Source: an optimization exercise on an open RTL-to-GDS flow (aim: small area, a short achievable clock period and few clock cycles). Production flows keep margins and buffers that such runs may drop.
Function was checked by simulation only, so behaviour that the tests miss may differ from the original.
No activity file was given, so power comes from the tool's default toggle rates.

### flow/design.v
module stmdfu_crcpack (
  input  wire        clk,
  input  wire        rst,           
  input  wire        host_valid,
  input  wire        host_we,
  input  wire [11:0] host_addr,
  input  wire [31:0] host_wdata,
  output wire        host_ready,
  output reg         host_rvalid,
  output reg  [31:0] host_rdata,
  output reg         mem_req,
  output reg         mem_we,
  output reg  [13:0] mem_addr,
  output reg  [7:0]  mem_wdata,
  input  wire        mem_gnt,
  input  wire [7:0]  mem_rdata
);
  localparam [32:0] MEM_BYTES = 33'd16384;
  localparam [7:0] F_NAMELONG = 8'd5,  F_WSHORT = 8'd7,  F_RSHORT = 8'd8,
                   F_ILLEGAL  = 8'd9,  F_RANGE  = 8'd10, F_OVFL   = 8'd11,
                   F_NOTABLE  = 8'd12, F_NOTGT  = 8'd13;
  localparam [2:0] K_PFX = 3'd0, K_TGT = 3'd1, K_EL = 3'd2, K_SFX = 3'd4;
  localparam [3:0] OP_CRCBLK = 4'd0, OP_ADDIMG = 4'd1, OP_PK = 4'd2,
                   OP_PKDATA = 4'd3, OP_PKSFX = 4'd4, OP_UP = 4'd5,
                   OP_UPDATA = 4'd6, OP_UPSFX = 4'd7;
  localparam [2:0] S_IDLE = 3'd0, S_READ = 3'd1, S_RDATA = 3'd2,
                   S_WRITE = 3'd3, S_SFX12 = 3'd4;
  reg  [7:0]    err;
  reg  [31:0]   errinfo;
  reg  [31:0]   arg0, arg1, arg2;
  reg  [31:0]   acc;
  reg           tvalid;
  reg  [31:0]   wbase, wpos, wlim, rbase, rpos, rlim;
  reg  [31:0]   pfx_size;
  reg  [7:0]    pfx_tcnt, pfx_ver;
  reg  [39:0]   pfx_sig;             
  reg  [7:0]    tgt_alt, tgt_named;
  reg  [31:0]   tgt_size, tgt_nelem;
  reg  [47:0]   tgt_sig;
  reg  [2039:0] tgt_name;            
  reg  [31:0]   el_addr, el_size;
  reg  [15:0]   sfx_dev, sfx_prod, sfx_vend, sfx_dfu;
  reg  [7:0]    sfx_len;
  reg  [31:0]   sfx_crc;
  reg  [23:0]   sfx_sig;
  reg  [2:0]    state;
  reg  [3:0]    op;
  reg  [2:0]    kind;
  reg  [31:0]   idx;                 
  reg  [31:0]   len;                 
  reg  [31:0]   body;                
  reg  [31:0]   rd_addr, wr_addr;
  reg           back;                
  reg  [7:0]    cbuf;                
  reg  [31:0]   crc;                 
  assign host_ready = (state == S_IDLE);
  function [31:0] crc_table(input [7:0] i);
    reg [31:0] x;
    integer    k;
    begin
      x = {24'h0, i};
      for (k = 0; k < 8; k = k + 1)
        x = x[0] ? ((x >> 1) ^ 32'hEDB88320) : (x >> 1);
      crc_table = x;
    end
  endfunction
  function [31:0] crc_step(input [31:0] a, input [7:0] b);
    crc_step = crc_table(a[7:0] ^ b) ^ (a >> 8);
  endfunction
  wire [1:0] lane_m2 = idx[1:0] - 2'd2;
  wire [1:0] lane_m3 = idx[1:0] - 2'd3;
  wire [7:0] name_i  = idx[7:0] - 8'd8;
  wire [3:0] sfx_i   = idx[3:0] - body[3:0];
  reg [7:0] pk_byte;
  always @* begin
    pk_byte = 8'h00;
    case (kind)
      K_PFX:
        if (idx < 5)        pk_byte = pfx_sig[8*idx[2:0] +: 8];
        else if (idx == 5)  pk_byte = pfx_ver;
        else if (idx < 10)  pk_byte = pfx_size[8*lane_m2 +: 8];
        else                pk_byte = pfx_tcnt;
      K_TGT:
        if (idx < 6)        pk_byte = tgt_sig[8*idx[2:0] +: 8];
        else if (idx == 6)  pk_byte = tgt_alt;
        else if (idx == 7)  pk_byte = tgt_named;
        else if (idx < 263) pk_byte = tgt_name[8*name_i +: 8];
        else if (idx < 267) pk_byte = tgt_size[8*lane_m3 +: 8];
        else                pk_byte = tgt_nelem[8*lane_m3 +: 8];
      K_EL:
        if (idx < 4)        pk_byte = el_addr[8*idx[1:0] +: 8];
        else                pk_byte = el_size[8*idx[1:0] +: 8];
      default:   
        case (idx[3:0])
          4'd0:  pk_byte = sfx_dev[7:0];
          4'd1:  pk_byte = sfx_dev[15:8];
          4'd2:  pk_byte = sfx_prod[7:0];
          4'd3:  pk_byte = sfx_prod[15:8];
          4'd4:  pk_byte = sfx_vend[7:0];
          4'd5:  pk_byte = sfx_vend[15:8];
          4'd6:  pk_byte = sfx_dfu[7:0];
          4'd7:  pk_byte = sfx_dfu[15:8];
          4'd8:  pk_byte = sfx_sig[7:0];
          4'd9:  pk_byte = sfx_sig[15:8];
          4'd10: pk_byte = sfx_sig[23:16];
          4'd11: pk_byte = sfx_len;
          4'd12: pk_byte = crc[7:0];
          4'd13: pk_byte = crc[15:8];
          4'd14: pk_byte = crc[23:16];
          default: pk_byte = crc[31:24];
        endcase
    endcase
  end
  reg [31:0] rd_val;
  always @* begin
    rd_val = 32'h0;
    if (host_addr >= 12'h100 && host_addr <= 12'h1FE)
      rd_val = {24'h0, tgt_name[8*host_addr[7:0] +: 8]};
    else case (host_addr)
      12'h001: rd_val = {30'h0, tvalid, err != 8'h0};
      12'h002: rd_val = {24'h0, err};
      12'h003: rd_val = errinfo;
      12'h004: rd_val = arg0;
      12'h005: rd_val = arg1;
      12'h006: rd_val = arg2;
      12'h008: rd_val = acc;
      12'h010: rd_val = wbase;
      12'h011: rd_val = wpos;
      12'h012: rd_val = wlim;
      12'h014: rd_val = rbase;
      12'h015: rd_val = rpos;
      12'h016: rd_val = rlim;
      12'h020: rd_val = pfx_size;
      12'h021: rd_val = {24'h0, pfx_tcnt};
      12'h022: rd_val = {24'h0, pfx_ver};
      12'h028: rd_val = {24'h0, pfx_sig[7:0]};
      12'h029: rd_val = {24'h0, pfx_sig[15:8]};
      12'h02A: rd_val = {24'h0, pfx_sig[23:16]};
      12'h02B: rd_val = {24'h0, pfx_sig[31:24]};
      12'h02C: rd_val = {24'h0, pfx_sig[39:32]};
      12'h030: rd_val = {24'h0, tgt_alt};
      12'h031: rd_val = {24'h0, tgt_named};
      12'h032: rd_val = tgt_size;
      12'h033: rd_val = tgt_nelem;
      12'h038: rd_val = {24'h0, tgt_sig[7:0]};
      12'h039: rd_val = {24'h0, tgt_sig[15:8]};
      12'h03A: rd_val = {24'h0, tgt_sig[23:16]};
      12'h03B: rd_val = {24'h0, tgt_sig[31:24]};
      12'h03C: rd_val = {24'h0, tgt_sig[39:32]};
      12'h03D: rd_val = {24'h0, tgt_sig[47:40]};
      12'h040: rd_val = el_addr;
      12'h041: rd_val = el_size;
      12'h050: rd_val = {16'h0, sfx_dev};
      12'h051: rd_val = {16'h0, sfx_prod};
      12'h052: rd_val = {16'h0, sfx_vend};
      12'h053: rd_val = {16'h0, sfx_dfu};
      12'h054: rd_val = {24'h0, sfx_len};
      12'h055: rd_val = sfx_crc;
      12'h058: rd_val = {24'h0, sfx_sig[7:0]};
      12'h059: rd_val = {24'h0, sfx_sig[15:8]};
      12'h05A: rd_val = {24'h0, sfx_sig[23:16]};
      default: rd_val = 32'h0;
    endcase
  end
  wire        accept  = host_valid && host_ready;
  wire        cmd_wr  = accept && host_we && (host_addr == 12'h000);
  wire [31:0] w       = host_wdata;
  wire [7:0]  opcode  = w[7:0];
  wire [7:0]  imm8    = w[15:8];
  wire [32:0] a0_end      = {1'b0, arg0} + {1'b0, arg1};
  wire        a0_outside  = (arg1 != 32'h0) && (a0_end > MEM_BYTES);
  reg  [31:0] mv_len;                
  always @* begin
    case (opcode[3:0])
      4'h0:    mv_len = 32'd11;
      4'h1:    mv_len = 32'd271;
      4'h2:    mv_len = 32'd8;
      4'h3:    mv_len = arg1;
      default: mv_len = 32'd16;
    endcase
  end
  wire [32:0] w_end    = {1'b0, wpos} + {1'b0, mv_len};
  wire [32:0] r_end    = {1'b0, rpos} + {1'b0, mv_len};
  wire        w_short  = (mv_len != 32'h0) && (w_end > {1'b0, wlim});
  wire        w_range  = (mv_len != 32'h0) && (w_end > MEM_BYTES);
  wire        r_short  = (mv_len != 32'h0) && (r_end > {1'b0, rlim});
  wire        r_range  = (mv_len != 32'h0) && (r_end > MEM_BYTES);
  wire [32:0] pfx_plus_tp  = {1'b0, pfx_size} + 33'd271;
  wire [33:0] el_total     = {2'b0, arg1} + 34'd8;
  wire [33:0] tgt_plus_el  = {2'b0, tgt_size} + el_total;
  wire [33:0] pfx_plus_el  = {2'b0, pfx_size} + el_total;
  wire        pk_back = (wpos > arg0) && ({1'b0, wpos} < a0_end);
  wire [32:0] rp_end  = {1'b0, rpos} + {1'b0, arg1};
  wire        up_back = (arg0 > rpos) && ({1'b0, arg0} < rp_end);
  always @* begin
    mem_req   = (state == S_READ) || (state == S_WRITE);
    mem_we    = (state == S_WRITE);
    mem_addr  = (state == S_WRITE) ? wr_addr[13:0] : rd_addr[13:0];
    mem_wdata = (op == OP_PKDATA || op == OP_UPDATA) ? cbuf : pk_byte;
  end
  wire last = (idx + 32'd1 == len);
  reg        name_we;
  reg [7:0]  name_wi;
  reg [7:0]  name_wd;
  always @* begin
    name_we = 1'b0;
    name_wi = 8'h0;
    name_wd = 8'h0;
    if ((state == S_IDLE) && accept && host_we && host_addr >= 12'h100 && host_addr <= 12'h1FE) begin
      name_we = 1'b1; name_wi = host_addr[7:0]; name_wd = w[7:0];
    end else if ((state == S_RDATA) && (op == OP_ADDIMG)) begin
      name_we = 1'b1; name_wi = idx[7:0]; name_wd = mem_rdata;
    end else if ((state == S_RDATA) && (op == OP_UP) && (kind == K_TGT) && (idx >= 8) && (idx < 263)) begin
      name_we = 1'b1; name_wi = name_i; name_wd = mem_rdata;
    end
  end
  integer n;
  always @(posedge clk) begin
    for (n = 0; n < 255; n = n + 1)
      if (name_we && name_wi == n) tgt_name[8*n +: 8] <= name_wd;
    host_rvalid <= accept && !host_we;
    if (accept && !host_we)
      host_rdata <= rd_val;
    if (rst) begin
      err <= 8'h0; errinfo <= 32'h0;
      arg0 <= 32'h0; arg1 <= 32'h0; arg2 <= 32'h0;
      acc <= 32'hFFFFFFFF; tvalid <= 1'b0;
      wbase <= 32'h0; wpos <= 32'h0; wlim <= 32'h0;
      rbase <= 32'h0; rpos <= 32'h0; rlim <= 32'h0;
      pfx_size <= 32'h0; pfx_tcnt <= 8'h0; pfx_ver <= 8'h0; pfx_sig <= 40'h0;
      tgt_alt <= 8'h0; tgt_named <= 8'h0; tgt_size <= 32'h0; tgt_nelem <= 32'h0;
      tgt_sig <= 48'h0; tgt_name <= 2040'h0;
      el_addr <= 32'h0; el_size <= 32'h0;
      sfx_dev <= 16'h0; sfx_prod <= 16'h0; sfx_vend <= 16'h0; sfx_dfu <= 16'h0;
      sfx_len <= 8'h0; sfx_crc <= 32'h0; sfx_sig <= 24'h0;
      state <= S_IDLE; op <= OP_CRCBLK; kind <= K_PFX;
      idx <= 32'h0; len <= 32'h0; body <= 32'h0;
      rd_addr <= 32'h0; wr_addr <= 32'h0; back <= 1'b0; cbuf <= 8'h0;
      crc <= 32'h0;
      host_rvalid <= 1'b0;
    end else begin
      case (state)
        S_IDLE:
          if (accept && host_we && host_addr != 12'h000) begin
            case (host_addr)
              12'h004: arg0 <= w;
              12'h005: arg1 <= w;
              12'h006: arg2 <= w;
              12'h008: acc <= w;
              12'h010: wbase <= w;
              12'h011: wpos <= w;
              12'h012: wlim <= w;
              12'h014: rbase <= w;
              12'h015: rpos <= w;
              12'h016: rlim <= w;
              12'h020: pfx_size <= w;
              12'h021: pfx_tcnt <= w[7:0];
              12'h022: pfx_ver <= w[7:0];
              12'h028: pfx_sig[7:0]   <= w[7:0];
              12'h029: pfx_sig[15:8]  <= w[7:0];
              12'h02A: pfx_sig[23:16] <= w[7:0];
              12'h02B: pfx_sig[31:24] <= w[7:0];
              12'h02C: pfx_sig[39:32] <= w[7:0];
              12'h030: tgt_alt <= w[7:0];
              12'h031: tgt_named <= w[7:0];
              12'h032: tgt_size <= w;
              12'h033: tgt_nelem <= w;
              12'h038: tgt_sig[7:0]   <= w[7:0];
              12'h039: tgt_sig[15:8]  <= w[7:0];
              12'h03A: tgt_sig[23:16] <= w[7:0];
              12'h03B: tgt_sig[31:24] <= w[7:0];
              12'h03C: tgt_sig[39:32] <= w[7:0];
              12'h03D: tgt_sig[47:40] <= w[7:0];
              12'h040: el_addr <= w;
              12'h041: el_size <= w;
              12'h050: sfx_dev <= w[15:0];
              12'h051: sfx_prod <= w[15:0];
              12'h052: sfx_vend <= w[15:0];
              12'h053: sfx_dfu <= w[15:0];
              12'h054: sfx_len <= w[7:0];
              12'h055: sfx_crc <= w;
              12'h058: sfx_sig[7:0]   <= w[7:0];
              12'h059: sfx_sig[15:8]  <= w[7:0];
              12'h05A: sfx_sig[23:16] <= w[7:0];
              default: ;
            endcase
          end else if (cmd_wr && (err == 8'h0 || w == 32'h1)) begin
            idx <= 32'h0; back <= 1'b0;
            if (w[31:16] != 16'h0) begin
              err <= F_ILLEGAL; errinfo <= w;
            end else if (imm8 != 8'h0 && opcode != 8'h12 && opcode != 8'h21) begin
              err <= F_ILLEGAL; errinfo <= w;
            end else case (opcode)
              8'h00: ;                                   
              8'h01: begin                               
                err <= 8'h0; errinfo <= 32'h0;
                arg0 <= 32'h0; arg1 <= 32'h0; arg2 <= 32'h0;
                acc <= 32'hFFFFFFFF;
                wbase <= 32'h0; wpos <= 32'h0; wlim <= 32'h0;
                rbase <= 32'h0; rpos <= 32'h0; rlim <= 32'h0;
                pfx_size <= 32'h0; pfx_tcnt <= 8'h0; pfx_ver <= 8'h0; pfx_sig <= 40'h0;
                tgt_alt <= 8'h0; tgt_named <= 8'h0; tgt_size <= 32'h0; tgt_nelem <= 32'h0;
                tgt_sig <= 48'h0; tgt_name <= 2040'h0;
                el_addr <= 32'h0; el_size <= 32'h0;
                sfx_dev <= 16'h0; sfx_prod <= 16'h0; sfx_vend <= 16'h0; sfx_dfu <= 16'h0;
                sfx_len <= 8'h0; sfx_crc <= 32'h0; sfx_sig <= 24'h0;
              end
              8'h10: tvalid <= 1'b1;                     
              8'h11: acc <= 32'hFFFFFFFF;                
              8'h12:                                     
                if (!tvalid) begin err <= F_NOTABLE; errinfo <= 32'h0; end
                else acc <= crc_step(acc, imm8);
              8'h13:                                     
                if (!tvalid) begin err <= F_NOTABLE; errinfo <= 32'h0; end
                else if (a0_outside) begin err <= F_RANGE; errinfo <= arg0; end
                else if (arg1 != 32'h0) begin
                  op <= OP_CRCBLK; len <= arg1; rd_addr <= arg0; state <= S_READ;
                end
              8'h20:                                     
                if (arg0 > 32'hFFFF) begin err <= F_OVFL; errinfo <= 32'h4; end
                else if (arg1 > 32'hFFFF) begin err <= F_OVFL; errinfo <= 32'h5; end
                else if (arg2 > 32'hFFFF) begin err <= F_OVFL; errinfo <= 32'h6; end
                else begin
                  pfx_sig <= 40'h6553756644;             
                  pfx_ver <= 8'd1; pfx_size <= 32'd11; pfx_tcnt <= 8'd0;
                  sfx_dev <= arg0[15:0]; sfx_prod <= arg2[15:0]; sfx_vend <= arg1[15:0];
                  sfx_dfu <= 16'h011A; sfx_sig <= 24'h444655;    
                  sfx_len <= 8'd16; sfx_crc <= 32'h0;
                  tgt_sig <= 48'h0; tgt_alt <= 8'h0; tgt_named <= 8'h0;
                  tgt_name <= 2040'h0; tgt_size <= 32'h0; tgt_nelem <= 32'h0;
                  el_addr <= 32'h0; el_size <= 32'h0;
                end
              8'h21:                                     
                if (arg1 > 32'd255) begin err <= F_NAMELONG; errinfo <= arg1; end
                else if (pfx_tcnt == 8'd255) begin err <= F_OVFL; errinfo <= 32'h21; end
                else if (pfx_plus_tp[32]) begin err <= F_OVFL; errinfo <= 32'h20; end
                else if (a0_outside) begin err <= F_RANGE; errinfo <= arg0; end
                else begin
                  tgt_sig <= 48'h746567726154;           
                  tgt_alt <= imm8;
                  tgt_named <= (arg1 != 32'h0) ? 8'd1 : 8'd0;
                  tgt_name <= 2040'h0;
                  tgt_size <= 32'h0; tgt_nelem <= 32'h0;
                  pfx_tcnt <= pfx_tcnt + 8'd1;
                  pfx_size <= pfx_plus_tp[31:0];
                  if (arg1 != 32'h0) begin
                    op <= OP_ADDIMG; len <= arg1; rd_addr <= arg0; state <= S_READ;
                  end
                end
              8'h22:                                     
                if (pfx_tcnt == 8'd0) begin err <= F_NOTGT; errinfo <= 32'h0; end
                else if (tgt_plus_el > 34'hFFFFFFFF) begin err <= F_OVFL; errinfo <= 32'h32; end
                else if (pfx_plus_el > 34'hFFFFFFFF) begin err <= F_OVFL; errinfo <= 32'h20; end
                else if (tgt_nelem == 32'hFFFFFFFF) begin err <= F_OVFL; errinfo <= 32'h33; end
                else begin
                  el_addr <= arg0; el_size <= arg1;
                  tgt_size <= tgt_plus_el[31:0];
                  tgt_nelem <= tgt_nelem + 32'd1;
                  pfx_size <= pfx_plus_el[31:0];
                end
              8'h30, 8'h31, 8'h32:                       
                if (w_short) begin err <= F_WSHORT; errinfo <= wpos; end
                else if (w_range) begin err <= F_RANGE; errinfo <= wpos; end
                else begin
                  op <= OP_PK; kind <= opcode[2:0]; len <= mv_len;
                  wr_addr <= wpos; state <= S_WRITE;
                end
              8'h33:                                     
                if (a0_outside) begin err <= F_RANGE; errinfo <= arg0; end
                else if (w_short) begin err <= F_WSHORT; errinfo <= wpos; end
                else if (w_range) begin err <= F_RANGE; errinfo <= wpos; end
                else if (arg1 != 32'h0) begin
                  op <= OP_PKDATA; len <= arg1; back <= pk_back;
                  rd_addr <= pk_back ? arg0 + arg1 - 32'd1 : arg0;
                  wr_addr <= pk_back ? wpos + arg1 - 32'd1 : wpos;
                  state <= S_READ;
                end
              8'h34:                                     
                if (!tvalid) begin err <= F_NOTABLE; errinfo <= 32'h0; end
                else if (wbase > wpos) begin err <= F_RANGE; errinfo <= wbase; end
                else if (w_short) begin err <= F_WSHORT; errinfo <= wpos; end
                else if (w_range) begin err <= F_RANGE; errinfo <= wpos; end
                else begin
                  op <= OP_PKSFX; kind <= K_SFX; crc <= 32'hFFFFFFFF;
                  len <= wpos - wbase; rd_addr <= wbase; wr_addr <= wpos;
                  state <= (wpos == wbase) ? S_SFX12 : S_READ;
                end
              8'h40, 8'h41, 8'h42:                       
                if (r_short) begin err <= F_RSHORT; errinfo <= rpos; end
                else if (r_range) begin err <= F_RANGE; errinfo <= rpos; end
                else begin
                  op <= OP_UP; kind <= opcode[2:0]; len <= mv_len;
                  rd_addr <= rpos; state <= S_READ;
                end
              8'h43:                                     
                if (a0_outside) begin err <= F_RANGE; errinfo <= arg0; end
                else if (r_short) begin err <= F_RSHORT; errinfo <= rpos; end
                else if (r_range) begin err <= F_RANGE; errinfo <= rpos; end
                else if (arg1 != 32'h0) begin
                  op <= OP_UPDATA; len <= arg1; back <= up_back;
                  rd_addr <= up_back ? rpos + arg1 - 32'd1 : rpos;
                  wr_addr <= up_back ? arg0 + arg1 - 32'd1 : arg0;
                  state <= S_READ;
                end
              8'h44:                                     
                if (!tvalid) begin err <= F_NOTABLE; errinfo <= 32'h0; end
                else if (rbase > rpos) begin err <= F_RANGE; errinfo <= rbase; end
                else if (r_short) begin err <= F_RSHORT; errinfo <= rpos; end
                else if (r_range) begin err <= F_RANGE; errinfo <= rpos; end
                else begin
                  op <= OP_UPSFX; kind <= K_SFX; crc <= 32'hFFFFFFFF;
                  body <= rpos - rbase; len <= rpos - rbase + 32'd16;
                  rd_addr <= rbase; state <= S_READ;
                end
              default: begin err <= F_ILLEGAL; errinfo <= w; end
            endcase
          end
        S_READ:
          if (mem_gnt) state <= S_RDATA;
        S_RDATA: begin
          state <= S_READ;
          rd_addr <= back ? rd_addr - 32'd1 : rd_addr + 32'd1;
          idx <= idx + 32'd1;
          case (op)
            OP_CRCBLK: begin
              acc <= crc_step(acc, mem_rdata);
              if (last) state <= S_IDLE;
            end
            OP_ADDIMG: begin
              if (last) state <= S_IDLE;
            end
            OP_PKSFX: begin
              crc <= crc_step(crc, mem_rdata);
              if (last) begin idx <= 32'h0; state <= S_SFX12; end
            end
            OP_UP: begin
              case (kind)
                K_PFX:
                  if (idx < 5)        pfx_sig[8*idx[2:0] +: 8] <= mem_rdata;
                  else if (idx == 5)  pfx_ver <= mem_rdata;
                  else if (idx < 10)  pfx_size[8*lane_m2 +: 8] <= mem_rdata;
                  else                pfx_tcnt <= mem_rdata;
                K_TGT:
                  if (idx < 6)        tgt_sig[8*idx[2:0] +: 8] <= mem_rdata;
                  else if (idx == 6)  tgt_alt <= mem_rdata;
                  else if (idx == 7)  tgt_named <= mem_rdata;
                  else if (idx < 263) ;            
                  else if (idx < 267) tgt_size[8*lane_m3 +: 8] <= mem_rdata;
                  else                tgt_nelem[8*lane_m3 +: 8] <= mem_rdata;
                default:   
                  if (idx < 4)        el_addr[8*idx[1:0] +: 8] <= mem_rdata;
                  else                el_size[8*idx[1:0] +: 8] <= mem_rdata;
              endcase
              if (last) begin rpos <= rpos + len; state <= S_IDLE; end
            end
            OP_UPSFX: begin
              if (idx < body + 32'd12)
                crc <= crc_step(crc, mem_rdata);
              if (idx >= body) case (sfx_i)
                4'd0:  sfx_dev[7:0]    <= mem_rdata;
                4'd1:  sfx_dev[15:8]   <= mem_rdata;
                4'd2:  sfx_prod[7:0]   <= mem_rdata;
                4'd3:  sfx_prod[15:8]  <= mem_rdata;
                4'd4:  sfx_vend[7:0]   <= mem_rdata;
                4'd5:  sfx_vend[15:8]  <= mem_rdata;
                4'd6:  sfx_dfu[7:0]    <= mem_rdata;
                4'd7:  sfx_dfu[15:8]   <= mem_rdata;
                4'd8:  sfx_sig[7:0]    <= mem_rdata;
                4'd9:  sfx_sig[15:8]   <= mem_rdata;
                4'd10: sfx_sig[23:16]  <= mem_rdata;
                4'd11: sfx_len         <= mem_rdata;
                4'd12: sfx_crc[7:0]    <= mem_rdata;
                4'd13: sfx_crc[15:8]   <= mem_rdata;
                4'd14: sfx_crc[23:16]  <= mem_rdata;
                default: sfx_crc[31:24] <= mem_rdata;
              endcase
              if (last) begin acc <= crc; rpos <= rpos + 32'd16; state <= S_IDLE; end
            end
            default: begin   
              cbuf <= mem_rdata;
              idx <= idx;
              rd_addr <= rd_addr;
              state <= S_WRITE;
            end
          endcase
        end
        S_WRITE:
          if (mem_gnt) begin
            idx <= idx + 32'd1;
            wr_addr <= back ? wr_addr - 32'd1 : wr_addr + 32'd1;
            case (op)
              OP_PK:
                if (last) begin wpos <= wpos + len; state <= S_IDLE; end
              OP_PKSFX:
                if (idx[3:0] == 4'd15) begin
                  sfx_crc <= crc; acc <= crc; wpos <= wpos + 32'd16; state <= S_IDLE;
                end
              default: begin   
                rd_addr <= back ? rd_addr - 32'd1 : rd_addr + 32'd1;
                if (last) begin
                  if (op == OP_PKDATA) wpos <= wpos + len;
                  else                 rpos <= rpos + len;
                  state <= S_IDLE;
                end else
                  state <= S_READ;
              end
            endcase
          end
        S_SFX12: begin
          crc <= crc_step(crc, pk_byte);
          idx <= idx + 32'd1;
          if (idx[3:0] == 4'd11) begin idx <= 32'h0; state <= S_WRITE; end
        end
        default: state <= S_IDLE;
      endcase
    end
  end
endmodule
### flow/run.sh
#!/bin/bash
# synth_recipe.tcl (not shown) runs the flow's synth.tcl, then flattens the netlist and writes it again
# the make line also repeats each setting of config.mk as NAME=value (left out here)
make -C /OpenROAD-flow-scripts/flow DESIGN_CONFIG=/design/flow/config.mk WORK_HOME=/design/flow/orfs CLKGATE_MAP_FILE= SYNTH_SCRIPT=/design/flow/synth_recipe.tcl finish
### flow/config.mk
export PLATFORM = sky130hd
export DESIGN_NAME = stmdfu_crcpack
export DESIGN_NICKNAME = stmdfu_crcpack
export VERILOG_FILES = /design/flow/design.v
export SDC_FILE = /design/flow/constraint.sdc
export NUM_CORES = 8
export LEC_CHECK = 0
export CAP_MARGIN = 20
export CORE_MARGIN = 2
export CORE_UTILIZATION = 40
export SLEW_MARGIN = 20
### flow/constraint.sdc
create_clock -name core_clock -period 11.0 [get_ports {clk}]
set_input_delay 2.2000 -clock core_clock [delete_from_list [all_inputs] [get_ports {clk}]]
set_output_delay 2.2000 -clock core_clock [all_outputs]
set_load 0.01 [all_outputs]
==> flow_metrics.env <==
export IMPL_min_path_type="reg2reg"
export IMPL_path_clk_slew_ns=0.06
export IMPL_reg_top3="tgt_name: 2040 flops, tgt_sig: 48 flops, pfx_sig: 40 flops"
export IMPL_crit_chain="inv_8 -> ha_2 -> buf_4 -> nor2_1 -> buf_4 -> inv_1 -> o22ai_1 -> a21oi_1 -> o21ai_0 -> a221oi_1 -> a211o_1 -> a31oi_1 -> buf_4 -> mux2_2 -> clkdlybuf4s50_1"
export IMPL_grt_overflow=0
export IMPL_die_w_um=693.1
export IMPL_grtUsageTotal=0.4552
export IMPL_synth_most_common_cell="nor2_1"
export IMPL_drt_initial_drc_count=31170
export IMPL_critPathCaptureType="output port"
export IMPL_rows=253
export IMPL_synth_ff_type="dfxtp_1"
export IMPL_place_ws_ns=0.4657
export IMPL_htree_levels=5
export IMPL_synth_area_um2=189900
export IMPL_min_period_over_period=0.9772
export IMPL_vias_per_cell=7.008
export IMPL_final_nets=21680
export IMPL_fmax_ghz=0.09303
export IMPL_slew_headroom=0.08305
export IMPL_initial_core_util=0.4008
export IMPL_slowest_stage="ha_2"
export IMPL_crit_family="compound AO/OA/AOI/OAI gates"
export IMPL_rr_startpoint="arg1[9]"
export IMPL_ir_drop_uv=151.2
export IMPL_cts_resized=0
export IMPL_arrival_ns=8.55
export IMPL_drt_pass1_iter_count=13
export IMPL_yosys_top_cells_area="dfxtp_1, mux4_2, a211oi_1"
export IMPL_power_leakage_nw=72.82
export IMPL_cpMostUsedCell="buf_4"
export IMPL_cp_max_fo=32
export IMPL_synthCells=21300
export IMPL_skew_ns=0.07621
export IMPL_yosys_warnings=1
export IMPL_ys_seq_area_frac=0.3196
export IMPL_fin_crit_ns=10.75
export IMPL_grt_pass1_wl_mm=1523
export IMPL_reg2reg_depth=22
export IMPL_cts_setup_buffers=0
export IMPL_wl_per_cell_um=41.24
export IMPL_grt_pass1_vias=173600
export IMPL_antenna_found_initial=220
export IMPL_drive_above_1_share=0.1604
export IMPL_core_um2=473900
export IMPL_cp_num_buf_inv=6
export IMPL_reg2reg_to="errinfo[28]"
export IMPL_r2r_setup_slack_ns=1.22
export IMPL_cp_startpoint="idx[3]"
export IMPL_critPathLaunchType="flip-flop"
export IMPL_outcome="complete, no violations"
export IMPL_rsz0062_at_grt="no"
export IMPL_finalMaxSlewViolations=0
export IMPL_ctsHoldBuffers=0
export IMPL_synth_seq_cells=3016
export IMPL_top_register="tgt_name"
export IMPL_numCtsBuffers=358
export IMPL_ios=115
export IMPL_max_cap_violations=0
export IMPL_cts_root_buf="clkbuf_16"
export IMPL_multiInputGateArea_um2=120700
export IMPL_cp_depth=15
export IMPL_nFillCells=46110
export IMPL_clock_latency_ns=1.06
export IMPL_avgSynthCellArea_um2=8.917
export IMPL_wirelength_mm=1140
export IMPL_hpwl_mm=833.5
export IMPL_clockBufferDepth=4
export IMPL_setup_viol=0
export IMPL_ys_types=112
export IMPL_tightest_slew_ns=1.375
export IMPL_portBuffers=114
export IMPL_dieHeight_um=693.1
export IMPL_synth_top_area_share=0.3145
export IMPL_cts_tree="yes"
export IMPL_vias=193700
export IMPL_drc=0
export IMPL_synthArstFlopShare=0
export IMPL_yosysTopAreaCell="dfxtp_1"
export IMPL_die_area_um2=480400
export IMPL_layout_setup_ws_ns=0.2508
export IMPL_synth_edf_count=32
export IMPL_largest_register_ffs=2040
export IMPL_criticalPathCategory="reg2out"
export IMPL_place_congestion=1.133
export IMPL_postRouteAntennaNets=0
export IMPL_slowest_delay_ns=0.91
export IMPL_finalSetupTns_ns=0
export IMPL_grt_max_degree=176
export IMPL_synth_common_cells="nor2_1, dfxtp_1, a211oi_1, clkbuf_1, nand2_1"
export IMPL_synth_nets=22060
export IMPL_regArea_um2=60720
export IMPL_cp_required_ns=8.80
export IMPL_hold_viol=0
export IMPL_crit_path_end="mem_wdata[7]"
export IMPL_syn_to_final_growth_pct=12.62
export IMPL_clock_sinks=3016
export IMPL_power_density_nw_per_um2=123.6
## tightest hold or removal path, cell delays in order, from the launching register on
cell     delay, ns
dfxtp_1       0.31
nand2_1       0.05
a21oi_1       0.05
## per-stage QoR
step / instance area, um2 / std cells / util / power, mW / hold WS [ns]
floorplan: 189900 / 21300 / - / 12.71 / 0.4314
global placement: 201100 / 26800 / 0.4243 / 13.84 / 0.4405
detailed placement: 201200 / 26810 / 0.4245 / 13.83 / 0.4501
CTS: 213400 / 27450 / 0.4502 / 26.30 / 0.4589
global route: 213500 / 27500 / 0.4506 / 26.89 / 0.4756
finish: 213900 / 27650 / 0.4514 / 26.45 / 0.4593
## cells in the final DEF (no fill, tap or decap), types with 192 or more instances in the layout
cell       count
a221oi_1     215
diode_2      192
nor3_1       296
inv_1        535
nand2_1     1488
mux4_2      1313
a21oi_1     1312
nor2_1      3239
a211oi_1    2218
o21ai_0      795
a22oi_1      255
ha_1         679
xor2_1       228
dfxtp_1     2973
mux2i_1      283
a21o_1       234
buf_4        990
nand3_1      291
clkbuf_16    367
xnor2_1      563
## worst min-delay path by stage
stage                     start  cells past startpoint  slack, ns          end
global route            cbuf[3]                      2       0.48      cbuf[3]
global placement        cbuf[5]                      2       0.44      cbuf[5]
CTS                     cbuf[7]                      2       0.46      cbuf[7]
finish                  cbuf[3]                      2       0.46      cbuf[3]
detailed placement      cbuf[7]                      2       0.45      cbuf[7]
floorplan           sfx_crc[27]                      2       0.43  sfx_crc[27]
## report_power, final
part | internal (mW) | switching [mW]
combinational | 0.761 | 1.91
clock | 7.29 | 5.39
sequential | 11.0 | 0.114
total | 19.0 | 7.41
## logic make-up after synthesis
group	after synthesis	share of synthesized area
buf+inv	2461	0.05059
fa+ha+maj	701	0.04679
flops	3016	0.3196
compound gates	6322	0.2296
xor+xnor	799	0.03700
simple gates	6365	0.1434
mux	1637	0.1730
## layer usage
metal / wire length [um] / track usage / up-vias
li1: - / - / 79270
met1: 426100 / 0.5631 / 95820
met2: 450100 / 0.6228 / 14650
met3: 159300 / 0.1965 / 3913
met4: 103700 / 0.3369 / 86
met5: 1028 / 0.007301 / -
## layout make-up
type | instances | area share
sequential | 3016 | 0.2839
timing repair buffer | 1175 | 0.04670
tap | 6247 | 0.03654
clock buffer | 535 | 0.05032
antenna | 192 | 0.002246
clock inverter | 112 | 0.006650
multi-input combinational | 15820 | 0.5640
inverter | 545 | 0.009639
Testbench counts, summed over its fixed seeds: cycles 410,207.

## port drivers added, routing unchanged
No port has a modelled driver above. Below, the same layout with a new extraction and two added sets of constraints. Step 1: set_driving_cell puts a clkbuf_16 on clk and a buf_2 on each other input, an assumption about the parent block. Step 2, shift: input delay + t, output delay - t, t = (earliest + latest rising clock arrival at the registers) / 2. This alone moves slack from input paths to output paths. Slacks: no drivers / after step 1 / after step 2; pairs: no drivers / after step 1.
t (ns): 1.163
setup WS [ns]: 0.251 / 0.112 / 0.048
hold WS [ns]: 0.459 / 0.459 / 0.459
After both steps setup and hold are still met in this run. The setup slack of this run moves by -0.139 ns with the drivers and by -0.203 ns with both steps.
